This is an optimization exercise on Yosys and OpenROAD, whose aim is small area, not a production implementation. Only simulation tests tie the RTL to the original design; equivalence was not proved. No activity file was given, so power comes from the tool's default toggle rates.

--- flow/run.sh ---
#!/bin/bash
# synth_recipe.tcl (not shown) runs the flow's synth.tcl, then flattens the netlist and writes it again
# the make line also repeats each setting of config.mk as NAME=value (left out here)
make -C /OpenROAD-flow-scripts/flow DESIGN_CONFIG=/design/flow/config.mk WORK_HOME=/design/flow/orfs CLKGATE_MAP_FILE= SYNTH_SCRIPT=/design/flow/synth_recipe.tcl finish
--- flow/config.mk ---
export PLATFORM = sky130hd
export DESIGN_NAME = core16
export DESIGN_NICKNAME = core16
export VERILOG_FILES = /design/flow/design.v
export SDC_FILE = /design/flow/constraint.sdc
export NUM_CORES = 4
export LEC_CHECK = 0
export CAP_MARGIN = 20
export CORE_MARGIN = 2
export CORE_UTILIZATION = 40
export SLEW_MARGIN = 20
--- flow/constraint.sdc ---
create_clock -name core_clock -period 9.0 [get_ports {clk}]
set_input_delay 1.8000 -clock core_clock [delete_from_list [all_inputs] [get_ports {clk}]]
set_output_delay 1.8000 -clock core_clock [all_outputs]
set_load 0.01 [all_outputs]
--- flow/design.v ---
module core16 (
    input  wire        clk,
    input  wire        rst,           
    input  wire [15:0] load_addr,     
    input  wire [15:0] init_pc,       
    output reg         mem_req,
    output reg         mem_we,
    output reg  [15:0] mem_addr,
    output reg  [7:0]  mem_wdata,
    input  wire        mem_ack,
    input  wire [15:0] mem_rdata,
    output reg         disp_valid,
    output reg  [15:0] disp_data,
    output wire        halted,
    output wire        faulted,
    output reg  [1:0]  fault_code,
    output reg  [16:0] fault_info,
    output wire [15:0] ac_out,
    output reg  [31:0] hits,
    output reg  [31:0] misses
);
    localparam [3:0] OP_START = 4'h0, OP_LOAD = 4'h1, OP_LOADM = 4'h2,
                     OP_STORE = 4'h3, OP_CMPM = 4'h4, OP_CJMP  = 4'h5,
                     OP_JMP   = 4'h6, OP_ADD  = 4'h7, OP_ADDM  = 4'h8,
                     OP_SUB   = 4'h9, OP_SUBM = 4'hA, OP_MUL   = 4'hB,
                     OP_MULM  = 4'hC, OP_DISP = 4'hD, OP_HALT  = 4'hE;
    localparam [2:0] S_FETCH0 = 3'd0,   
                     S_FETCH1 = 3'd1,   
                     S_EXEC   = 3'd2,   
                     S_DATA0  = 3'd3,   
                     S_DATA1  = 3'd4,   
                     S_WB     = 3'd5,   
                     S_HALT   = 3'd6,
                     S_FAULT  = 3'd7;
    localparam [1:0] A_LOOKUP = 2'd0,   
                     A_WRITE  = 2'd1,   
                     A_FILL   = 2'd2;   
    reg [2:0]  state;
    reg [1:0]  aph;
    reg [16:0] pc;
    reg [15:0] ac;
    reg        flag;
    reg [15:0] la;         
    reg [15:0] ir;         
    reg [15:0] dword;      
    reg [7:0]  line_valid;
    reg [11:0] line_tag  [0:7];
    reg [15:0] line_data [0:7];
    assign halted  = (state == S_HALT);
    assign faulted = (state == S_FAULT);
    assign ac_out  = ac;
    wire [3:0]  opcode  = ir[15:12];
    wire [11:0] operand = ir[11:0];
    wire [16:0] ea      = {1'b0, la} + {4'b0, operand, 1'b0};
    reg [16:0] acc_addr;
    always @* begin
        case (state)
            S_FETCH0: acc_addr = pc;
            S_FETCH1: acc_addr = pc + 17'd1;
            S_DATA0:  acc_addr = ea;
            default:  acc_addr = ea + 17'd1;
        endcase
    end
    wire in_acc    = (state == S_FETCH0) || (state == S_FETCH1) ||
                     (state == S_DATA0)  || (state == S_DATA1);
    wire acc_we    = ((state == S_DATA0) || (state == S_DATA1)) && (opcode == OP_STORE);
    wire [7:0] acc_wbyte = (state == S_DATA0) ? ac[7:0] : ac[15:8];
    wire        acc_oob = acc_addr[16];
    wire [2:0]  acc_idx = acc_addr[3:1];
    wire        acc_off = acc_addr[0];
    wire [11:0] acc_tag = acc_addr[15:4];
    wire        acc_hit = !acc_oob && line_valid[acc_idx] && (line_tag[acc_idx] == acc_tag);
    wire [15:0] acc_line = line_data[acc_idx];
    reg       acc_done;     
    reg [7:0] acc_byte;     
    reg       acc_fault;    
    reg       cnt_hit;
    reg       cnt_miss;
    always @* begin
        acc_done  = 1'b0;
        acc_byte  = 8'h00;
        acc_fault = 1'b0;
        cnt_hit   = 1'b0;
        cnt_miss  = 1'b0;
        if (in_acc) begin
            case (aph)
                A_LOOKUP: begin
                    if (acc_we) begin
                        acc_fault = acc_oob;
                    end else if (acc_hit) begin
                        acc_done = 1'b1;
                        acc_byte = acc_off ? acc_line[15:8] : acc_line[7:0];
                        cnt_hit  = 1'b1;
                    end else begin
                        cnt_miss  = 1'b1;           
                        acc_fault = acc_oob;
                    end
                end
                A_WRITE: begin
                    if (mem_ack) begin
                        if (acc_hit) begin
                            acc_done = 1'b1;
                            cnt_hit  = 1'b1;
                        end else begin
                            cnt_miss = 1'b1;
                        end
                    end
                end
                A_FILL: begin
                    if (mem_ack) begin
                        acc_done = 1'b1;
                        acc_byte = acc_off ? mem_rdata[15:8] : mem_rdata[7:0];
                    end
                end
                default: ;
            endcase
        end
    end
    wire [15:0] alu_b   = (state == S_EXEC) ? {4'b0, operand} : dword;
    wire [15:0] alu_add = ac + alu_b;
    wire [15:0] alu_sub = ac - alu_b;
    wire [15:0] alu_mul = ac * alu_b;
    wire        alu_gt  = $signed(ac) > $signed(alu_b);
    always @(posedge clk) begin
        if (rst) begin
            state      <= S_FETCH0;
            aph        <= A_LOOKUP;
            pc         <= {1'b0, init_pc};
            la         <= load_addr;
            ac         <= 16'h0000;
            flag       <= 1'b0;
            ir         <= 16'h0000;
            dword      <= 16'h0000;
            line_valid <= 8'h00;
            hits       <= 32'd0;
            misses     <= 32'd0;
            mem_req    <= 1'b0;
            mem_we     <= 1'b0;
            mem_addr   <= 16'h0000;
            mem_wdata  <= 8'h00;
            disp_valid <= 1'b0;
            disp_data  <= 16'h0000;
            fault_code <= 2'd0;
            fault_info <= 17'd0;
        end else begin
            disp_valid <= 1'b0;
            if (cnt_hit)  hits   <= hits + 32'd1;
            if (cnt_miss) misses <= misses + 32'd1;
            if (in_acc) begin
                case (aph)
                    A_LOOKUP: begin
                        if (!acc_fault) begin
                            if (acc_we) begin
                                mem_req   <= 1'b1;
                                mem_we    <= 1'b1;
                                mem_addr  <= acc_addr[15:0];
                                mem_wdata <= acc_wbyte;
                                aph       <= A_WRITE;
                            end else if (!acc_hit) begin
                                mem_req  <= 1'b1;
                                mem_we   <= 1'b0;
                                mem_addr <= {acc_addr[15:1], 1'b0};
                                aph      <= A_FILL;
                            end
                        end
                    end
                    A_WRITE: begin
                        if (mem_ack) begin
                            if (acc_hit) begin
                                mem_req <= 1'b0;
                                mem_we  <= 1'b0;
                                aph     <= A_LOOKUP;
                                if (acc_off) line_data[acc_idx][15:8] <= acc_wbyte;
                                else         line_data[acc_idx][7:0]  <= acc_wbyte;
                            end else begin
                                mem_we   <= 1'b0;
                                mem_addr <= {acc_addr[15:1], 1'b0};
                                aph      <= A_FILL;
                            end
                        end
                    end
                    A_FILL: begin
                        if (mem_ack) begin
                            mem_req             <= 1'b0;
                            aph                 <= A_LOOKUP;
                            line_valid[acc_idx] <= 1'b1;
                            line_tag[acc_idx]   <= acc_tag;
                            line_data[acc_idx]  <= mem_rdata;
                        end
                    end
                    default: aph <= A_LOOKUP;
                endcase
            end
            case (state)
                S_FETCH0, S_FETCH1, S_DATA0, S_DATA1: begin
                    if (acc_fault) begin
                        state      <= S_FAULT;
                        fault_code <= 2'd1;
                        fault_info <= acc_addr;
                    end else if (acc_done) begin
                        case (state)
                            S_FETCH0: begin ir[7:0]     <= acc_byte; state <= S_FETCH1; end
                            S_FETCH1: begin ir[15:8]    <= acc_byte; state <= S_EXEC;   end
                            S_DATA0:  begin dword[7:0]  <= acc_byte; state <= S_DATA1;  end
                            default:  begin dword[15:8] <= acc_byte; state <= S_WB;     end
                        endcase
                    end
                end
                S_EXEC: begin
                    state <= S_FETCH0;
                    pc    <= pc + 17'd2;
                    case (opcode)
                        OP_START: ;
                        OP_LOAD:  ac <= {4'b0, operand};
                        OP_ADD:   ac <= alu_add;
                        OP_SUB:   ac <= alu_sub;
                        OP_MUL:   ac <= alu_mul;
                        OP_CJMP:  if (flag) pc <= ea;
                        OP_JMP:   pc <= ea;
                        OP_DISP: begin
                            disp_valid <= 1'b1;
                            disp_data  <= ac;
                        end
                        OP_HALT: begin
                            state <= S_HALT;
                            pc    <= pc;
                        end
                        OP_LOADM, OP_STORE, OP_CMPM, OP_ADDM, OP_SUBM, OP_MULM: begin
                            state <= S_DATA0;
                            pc    <= pc;
                        end
                        default: begin   
                            state      <= S_FAULT;
                            pc         <= pc;
                            fault_code <= 2'd2;
                            fault_info <= {1'b0, ir};
                        end
                    endcase
                end
                S_WB: begin
                    state <= S_FETCH0;
                    pc    <= pc + 17'd2;
                    case (opcode)
                        OP_LOADM: ac   <= dword;
                        OP_CMPM:  flag <= alu_gt;
                        OP_ADDM:  ac   <= alu_add;
                        OP_SUBM:  ac   <= alu_sub;
                        OP_MULM:  ac   <= alu_mul;
                        default: ;       
                    endcase
                end
                default: ;   
            endcase
        end
    end
endmodule
==> run notes <==
status=finished clean; DR iter-0 viols=~2100; Syn Nets=3136; Netlist Area Pre-Place=27100 sq um; Synth-to-Final Area Change=16.8%; total clock sinks=~450; Netlist cell types=84; setup_tns=0 ns; prevailing post-synth register cell=edfxtp_1; Tightest Pin Transition=approximately 1.1 ns; gr ovfl total=0; Die Y=between 200 and 300 um; critical path type=reg -> reg; async set-reset flop share out of synthesis=0; max-slew violations=0; Post-synth EDFFs=256; RSZ-0062 raised after global routing=no; postcts setup bufs=0; FF+latch count, synth=around 450; CTS Hold Bufs=0; Std-Cell Rows=95; total power divided by cell area=about 260 nW/um^2; critical path's most frequent cell=xnor2_1; Post-Syn Area per Cell=~9.4 sq um; share of layout cells above drive strength 1=0.0712; Min Clock Period, post-route=between 8 and 9 ns; max frequency=between 0.1 and 0.15 GHz; max cap viols=0; Relative slew margins=0.231; Worst Path Required=between 9 and 10 ns; vias in the first global route=approximately 22000; TritonCTS Buffers=50; synth warn=1; CTS tree=built; register area share after synthesis=0.423; IO Pins=roughly 200; remaining antenna violation count=0; CP max stage cell=nor2_1; via count=23000; Net count, final=3276; Core Footprint=67200 sq um; largest net degree at the start of global routing=97; Max VDD drop=approximately 0.26 mV; crit-path max cell delay=0.63 ns; post-DP HPWL=between 60 and 70 mm; H-Tree Depth=2; RePlAce Congestion=approximately 0.93; die area=69900 sq um; Core Util, Final=0.472; Leak Pwr=~12 nW; clk latency of the worst-skew pair=0.64 ns; worst path arrival time=8.50 ns; Final Setup Violations=0; final wirelength=roughly 90 mm; Clock Root Buffer=clkbuf_16; antenna violations before repair=3; routed vias/inst=a little under 6; cell taking the most area after synthesis=edfxtp_1; Final Cycle Share=0.889; Area contributors post-synth=edfxtp_1 (28%), dfxtp_1 (14%), fa_1 (6.1%); port bufs=just under 200; initial core utilization=0.404; Yosys top cell area share=0.284; Syn Inst Count=slightly below 3000; drt drc=0; cts repair resizes=0; clk buf depth=3; Clk pin slew, worst setup/hold paths=0.06 ns; GRT Util Overall=0.254; Crit Path Max Fanout=23; CP endpoint kind=flop; Routed WL per cell=between 20 and 25 um; first-pass GRT wire length=138 mm; drt first pass iters=6; die width=264 um; Hold Vio Cnt, Final=0; Startpoint Class=flop; Clock Skew=0.0430 ns; Hold Crit Class=reg -> reg
[cells in the mapped netlist (all sizes together) (29+ instances only)]
cell    instances
nand2         352
nor2          270
edfxtp        256
a21oi         202
dfxtp         189
inv           181
o21ai         147
clkbuf        136
ha            109
xnor2          83
fa             82
nand3          70
and2           65
xor2           47
nor2b          45
nor3           43
mux2           42
a31oi          39
a211oi         36
o211ai         36
o21a           35
or3            35
buf            34
mux2i          33
o221ai         29
[routing by layer]
| layer | track usage | wire [um] |
|---|---|---|
| met4 | 0.0920 | 3350 |
| met3 | 0.0546 | 7800 |
| met5 | 0 | 27 |
| met1 | 0.337 | 37800 |
| met2 | 0.410 | 41300 |
[worst paths after layout]
| kind | start | endpoint | slack [ns] | depth (start not counted) |
|---|---|---|---|---|
| setup / recovery | state[0] | ac[15] | 1.0 | 28 |
| hold / removal | fault_code[0] | fault_code[0] | 0.46 | 2 |
| setup reg to reg | state[0] | ac[15] | 1.0 | 28 |
| hold reg to reg | fault_code[0] | fault_code[0] | 0.46 | 2 |
[registers in the layout (all words and copies together) (netlist names)]
register,count
dword,16
hits,32
line_data,128
aph,2
mem_we,1
mem_wdata,8
fault_code,2
flag,1
misses,32
disp_valid,1
la,16
ac,16
mem_addr,16
disp_data,16
state,3
line_valid,8
fault_info,17
pc,17
ir,16
mem_req,1
line_tag,96
[where the power goes]
group | internal [W] | switching (W) | total [W]
clock network | 0.00114 | 0.000891 | 0.00203
registers | 0.00245 | 0.000118 | 0.00257
logic | 0.00114 | 0.00241 | 0.00354
[stage by stage]
step | power [W] | instances | area (sq um) | hold WS (ns) | setup slack [ns]
2_1_floorplan | 0.00474 | 2894 | 27100 | 0.432 | 1.67
3_3_place_gp | 0.00602 | 3854 | 30000 | 0.443 | 1.33
3_5_place_dp | 0.00607 | 3854 | 30000 | 0.446 | 1.11
4_1_cts | 0.00810 | 3946 | 31700 | 0.460 | 1.07
5_1_grt | 0.00850 | 3948 | 31700 | 0.472 | 0.473
6_report | 0.00814 | 3948 | 31700 | 0.455 | 0.997
[cells in the final DEF, fill, tap and decap left out, types with 39 or more instances in the layout]
cell | Yosys | routed
nand2_1 | 352 | 351
clkdlybuf4s50_1 | 0 | 193
buf_4 | 1 | 62
nor2b_1 | 45 | 44
xnor2_1 | 82 | 82
xor2_1 | 47 | 47
mux2_2 | 42 | 42
clkbuf_16 | 0 | 51
dfxtp_1 | 189 | 189
ha_1 | 109 | 109
nor2_1 | 270 | 269
edfxtp_1 | 256 | 256
nand3_1 | 70 | 70
a21oi_1 | 202 | 201
o21ai_0 | 142 | 142
a31oi_1 | 39 | 39
fa_1 | 82 | 82
inv_1 | 180 | 180
and2_1 | 63 | 63
nor3_1 | 43 | 39
[cell type report]
type,count,area [sq um]
inverters,182,683
fillers,6297,35500
well taps,873,1090
clock inverters,26,253
clock buffers,66,1370
repair buffers,258,2450
multi-input cells,2097,14400
flip-flops and latches,445,11500
diodes,1,2.50
[kinds of logic after synthesis]
group,count (synthesis),synth area share
AND/OR/NAND/NOR,990,0.168
AO/OA/AOI/OAI,700,0.167
flip-flops,445,0.423
buffers and inverters,352,0.0497
adder cells (fa/ha/maj),191,0.111
XOR/XNOR,130,0.0427
multiplexers,86,0.0389
[worst max-delay path: cells and delay by family, from the launching register on]
family	cells	cell delay (ns)
buffers and inverters	4	0.70
AOI/OAI and AO/OA	3	0.85
xor gates and xnor gates	10	1.61
DFF	1	0.55
adders and majority gates	6	2.95
and+or+nand+nor	5	1.23

afterwards: timing with drivers on the ports:
The results above use ideal ports. As a check the final layout listed here was re-extracted and re-timed, cells and wires unchanged. Step 1, drivers: a clkbuf_16 drives clk and a buf_2 each remaining input, both assumed. Step 2, shift: input delay + t, output delay - t, t = (earliest + latest rising clock arrival at the registers) / 2. This alone moves slack from input paths to output paths. a / b / c = ideal ports / drivers / drivers and shift; a / b = the first two.
shift t [ns]: 0.684
setup WS [ns]: 0.997 / 0.997 / 0.997
worst setup path at the end: register to register
worst register clock-pin slew, ns: 0.07 / 0.07
worst slew at a driven data input, ns: 0.08
After both steps setup and hold are still met in this run. The setup slack of this run moves by 0.000 ns with the drivers and by 0.000 ns with both steps.
